From an optimization exercise on the open Yosys and OpenROAD flow, aimed at small area, a short achievable clock period and few clock cycles per item; shortcuts taken in it are not production practice. The RTL was checked by simulation tests, not by an equivalence proof against the original design.

==> run M: inputs <==
Design wsr_ramp_scaler, start of the top module:
module wsr_ramp_scaler (
    input  wire        clk,
    input  wire        rst,
    input  wire        cmd_valid,
    output wire        cmd_ready,
    input  wire [31:0] cmd_gs,
    input  wire [31:0] cmd_ge,
    input  wire [15:0] cmd_n,
    input  wire [7:0]  cmd_c,
    input  wire        in_valid,
    output wire        in_ready,
    input  wire [31:0] in_data,
    output reg         out_valid,
    input  wire        out_ready,
    output reg  [31:0] out_data,
    output reg         out_last
);
    reg         cmd_rdy, in_rdy, in_rdy_o;
    assign cmd_ready = cmd_rdy;
    assign in_ready  = in_rdy_o;     
    reg         p_valid, p_subbed, p_loaded, p_nz;
    reg  [31:0] p_gs, p_ge;
    reg  [15:0] p_n;
    reg  [7:0]  p_c;
    reg         r_active, r_first;
    reg  [15:0] r_cnt;           
    reg  [31:0] gs_cur;
    reg         q_valid, q_sub, q_first, q_lastf;
    reg  [23:0] x_mbig, x_msmall;
    reg  [4:0]  x_dsh;
    reg  [7:0]  x_ebig;
    reg         x_addsub, x_sign, x_zsign, x_nan, x_inf;
    reg         a1_valid, a1_sub, a1_first, a1_lastf;
    reg  [27:0] a1_sum;
    reg  [7:0]  a1_ebig;
    reg         a1_sign, a1_zsign, a1_nan, a1_inf;
    reg         g_valid, g_lastf;
    reg         g_sign, g_nan, g_inf, g_zero;
    reg  signed [9:0] g_exp;
    reg  [22:0] g_man;
    reg         s0_valid, s0_nrm, s0_sign, s0_hid;
    reg  [7:0]  s0_expf;
    reg  [22:0] s0_man;
    reg  [4:0]  s0_k;
    reg  [7:0]  chan, cm1;
    reg         s1_valid, s1_dn, s1_last, s1_sign, s1_st;
    reg  [25:0] s1_p;
    reg  signed [10:0] s1_e;
    reg  [1:0]  s1_kind;
  ...
Settings: LEC_CHECK=0, CAP_MARGIN=20, CORE_MARGIN=2, CORE_UTILIZATION=40, SLEW_MARGIN=20; clock period 36.0 ns.
run.sh (not shown) runs the stock make flow with config.mk's settings and CLKGATE_MAP_FILE= SYNTH_SCRIPT=/design/flow/synth_recipe.tcl, a recipe that flattens the netlist after the stock synthesis.
==> run B (differences from run M) <==
--- a/flow/design.v
+++ b/flow/design.v
@@ -213,12 +213,14 @@
 endmodule
 module wsr_fp_div (
     input  wire              clk,
     input  wire              rst,
     input  wire              load_n,     
     input  wire [15:0]       n,
+    input  wire [31:0]       ge,         
+    output wire [31:0]       ge_q,
     input  wire              start,      
     input  wire              a_sign,
     input  wire signed [9:0] a_exp,
     input  wire [23:0]       a_sig,
     input  wire              a_nan,
     input  wire              a_inf,
@@ -263,16 +265,20 @@
             mb <= n;
             sn <= 4'd0;
         end else if (!mb[15]) begin
             mb <= {mb[14:0], 1'b0};
             sn <= sn + 4'd1;
         end
+        if (load_n)
+            {rem[5:0], q} <= ge;
+        else if (state == S_IDLE && start) begin
+            rem   <= {1'b0, a_sig};
+            q     <= 26'd0;
+        end
         case (state)
             S_IDLE: begin
-                rem   <= {1'b0, a_sig};
-                q     <= 26'd0;
                 cnt   <= 5'd0;
                 ex    <= $signed({a_exp[9], a_exp}) - 11'sd15;
                 sg    <= a_sign;
                 fnan  <= a_nan;
                 finf  <= a_inf;
                 fzero <= a_zero;
@@ -296,12 +302,13 @@
             default: ;
         endcase
     end
     wire        inc = q[1] & (q[0] | q[2]);
     wire [30:0] pk  = {q[25] ? ex[7:0] : 8'd0, q[24:2]} + {30'd0, inc};
     assign ready  = (state == S_DONE);
+    assign ge_q   = {rem[5:0], q};
     assign d_sign = sg;
     assign d_nan  = fnan;
     assign d_inf  = finf;
     assign d_exp  = fzero ? 8'd0 : pk[30:23];
     assign d_sig  = fzero ? 24'd0 : {pk[30:23] != 0, pk[22:0]};
 endmodule
@@ -323,13 +330,13 @@
     output reg         out_last
 );
     reg         cmd_rdy, in_rdy, in_rdy_o;
     assign cmd_ready = cmd_rdy;
     assign in_ready  = in_rdy_o;     
     reg         p_valid, p_subbed, p_loaded, p_nz;
-    reg  [31:0] p_gs, p_ge;
+    reg  [31:0] p_gs;
     reg  [15:0] p_n;
     reg  [7:0]  p_c;
     reg         r_active, r_first;
     reg  [15:0] r_cnt;           
     reg  [31:0] gs_cur;
     reg         q_valid, q_sub, q_first, q_lastf;
@@ -369,19 +376,20 @@
     wire        q_accept  = !q_valid || a1_accept;
     wire        sub_pend  = p_valid && p_nz && !p_subbed;
     wire        inject    = sub_pend && q_accept;
     wire        r_issue   = r_active && q_accept && !sub_pend;
     wire        r_last    = (r_cnt == 16'd0);
     wire        div_ready, d_sign, d_nan, d_inf;
+    wire [31:0] p_ge;            
     wire [7:0]  d_exp;
     wire [23:0] d_sig;
     wire        y_sign, y_nan, y_inf, y_zero;
     wire signed [9:0] y_exp;
     wire [23:0] y_sig;
     wsr_fp_div u_div (
-        .clk(clk), .rst(rst), .load_n(!p_valid), .n(cmd_n),
+        .clk(clk), .rst(rst), .load_n(!p_valid), .n(cmd_n), .ge(cmd_ge), .ge_q(p_ge),
         .start(a1_valid && a1_sub),
         .a_sign(y_sign), .a_exp(y_exp), .a_sig(y_sig),
         .a_nan(y_nan), .a_inf(y_inf), .a_zero(y_zero),
         .ready(div_ready), .d_sign(d_sign), .d_exp(d_exp), .d_sig(d_sig),
         .d_nan(d_nan), .d_inf(d_inf));
     wire        r_load = p_valid && div_ready && !p_loaded && (!r_active || (r_issue && r_last));
@@ -419,25 +427,25 @@
                           .kind(s1_kind), .y(m_y));
     wire        s1_out   = go && s1_valid && !s1_dn;
     wire        out_free = !out_valid || out_ready;
     wire        p_valid_n  = !p_valid ? cmd_valid
                                       : (p_nz && !(g_load && a1_first));
     wire        g_valid_n  = g_load || (g_valid && !consume);
-    wire        in_nrm     = (in_data[30:23] == 8'd0) && (in_data[22:0] != 23'd0);
+    wire        in_nrm     = (in_data[30:23] == 8'd0);
+    wire        s0_mz      = (s0_man == 23'd0);
     wire        s0_valid_n = in_fire || (s0_valid && !s0_dep);
-    wire        s0_nrm_n   = in_fire ? in_nrm : (s0_nrm && !s0_man[22]);
+    wire        s0_nrm_n   = in_fire ? in_nrm : (s0_nrm && !s0_man[22] && !s0_mz);
     wire        s1_valid_n = s1_adv ? s0_dep : s1_valid;
     wire        s1_dn_n    = s1_adv ? ((m_e47 < 11'sd2) && (m_kind == 2'd0))
                                     : (s1_dn && (s1_e < 11'sd1));
     wire        ob_valid_n = ob_valid ? !out_free : (s1_out && !out_free);
     wire        s0_dep_n   = s0_valid_n && !s0_nrm_n && !ob_valid_n
                              && !(s1_valid_n && s1_dn_n) && g_valid_n;
     always @(posedge clk) begin
         if (!p_valid) begin
             p_gs <= cmd_gs;
-            p_ge <= cmd_ge;
             p_n  <= cmd_n;
             p_c  <= cmd_c;
             p_nz <= (cmd_n != 16'd0);
         end
         if (r_load)
             r_cnt <= p_n - 16'd1;
@@ -483,13 +491,13 @@
         end
         if (in_rdy) begin
             s0_sign <= in_data[31];
             s0_expf <= in_data[30:23];
             s0_man  <= in_data[22:0];
             s0_k    <= 5'd0;
-        end else if (s0_nrm) begin
+        end else if (s0_nrm && !s0_mz) begin
             s0_man  <= {s0_man[21:0], 1'b0};
             s0_k    <= s0_k + 5'd1;
         end
         if (s1_adv) begin
             s1_p    <= m_phi;
             s1_st   <= m_pst;
==> flow/flow/run.sh (new file) <==
#!/bin/bash
# Own layout flow: the standard flow (standard.sh, unchanged synthesis),
# with two changes to how the layout is made:
#  - the port buffers are sky130_fd_sc_hd__buf_2 cells instead of the delay
#    buffers buffer_ports picks by default;
#  - the resizer's setup repair is asked to keep a margin below the clock
#    period, so that it sizes the cells on the longest paths instead of
#    leaving the minimum-size cells that synthesis gave.
# The constraints (SDC) are the standard flow's own and unchanged. Each step's full
# output goes to a log file here.
set -euo pipefail
export SETUP_SLACK_MARGIN=27.4
export BUFFER_PORTS_ARGS="-buffer_cell sky130_fd_sc_hd__buf_2"
bash standard.sh synth > synth.log 2>&1
bash standard.sh finish > layout.log 2>&1
==> flow/standard.sh (new file) <==
#!/bin/bash
# synth_recipe.tcl (not shown) runs the flow's synth.tcl, then flattens the netlist and writes it again
# the make line also repeats each setting of config.mk as NAME=value (left out here)
make -C /OpenROAD-flow-scripts/flow DESIGN_CONFIG=/design/flow/config.mk WORK_HOME=/design/flow/orfs CLKGATE_MAP_FILE= SYNTH_SCRIPT=/design/flow/synth_recipe.tcl "${@:-finish}"
CORE_UTILIZATION = 55   (was 40)
CTS_BUF_LIST = sky130_fd_sc_hd__clkbuf_8   (was default)
removed: flow/run.sh
==> comparison table <==
Run status: run M no timing/DRC/antenna violations; run B no timing/DRC/antenna violations
Total number of sequential cells: run M 650; run B 618
Multi-input logic cell count: run M 4523; run B 4572
Worst reg2reg path depth: run M 27; run B 25
Crit share post-route: run M 26.6%; run B 23.7%
Final weighted congestion in routability-driven placement: run M 0.911; run B 0.918
Horiz. Die Dim: run M 390 um; run B 330 um
Destination of the critical timing path: run M in_rdy_o; run B in_ready
Wire length on met1: run M 71100 um; run B 69800 um
Critical Path End Type: run M flip-flop; run B output pin
Worst R2R Start: run M s0_man[4]; run B g_man[9]
Post-route worst setup slack: run M 26.44 ns; run B 27.46 ns
Number of gates given a new drive strength after cts: run M 0; run B 5
Global routing usage summed across all routing layers: run M 21.6%; run B 30.8%
Testbench counts of run M, summed over its fixed seeds: cycles 52,356, samples 52,064.
Testbench counts of run B, summed over its fixed seeds: cycles 52,356, samples 52,064.

## re-timing with driven ports
In the flow no input, the clock included, has a driving cell. The finished layouts below were timed again as built, in two steps. Step 1 (the two cells are an assumption about what drives the block):
set clk [get_ports {clk}]
set_driving_cell -lib_cell sky130_fd_sc_hd__clkbuf_16 $clk
set_driving_cell -lib_cell sky130_fd_sc_hd__buf_2 [delete_from_list [all_inputs] $clk]
Step 2 times the ports against the registers' clock, not the clock port: input delays grow and output delays shrink by t, the midpoint of the rising clock arrivals with the driver on. Three values: ideal, step 1, step 2; two values: the first two.
| run | t (ns) | setup WS [ns] | hold slack, ns | latest minus earliest clock arrival (ns) |
|---|---|---|---|---|
| run M | 0.739 | 26.438 / 26.486 / 25.747 | 0.409 / 0.409 / 0.409 | 0.043 / 0.042 |
| run B | 0.852 | 27.462 / 27.391 / 27.332 | 0.411 / 0.411 / 0.411 | 0.081 / 0.081 |
After both steps setup and hold are still met in every run listed. For run M, which loses most, drivers alone change the setup slack by +0.048 ns; drivers and shift together by -0.691 ns.
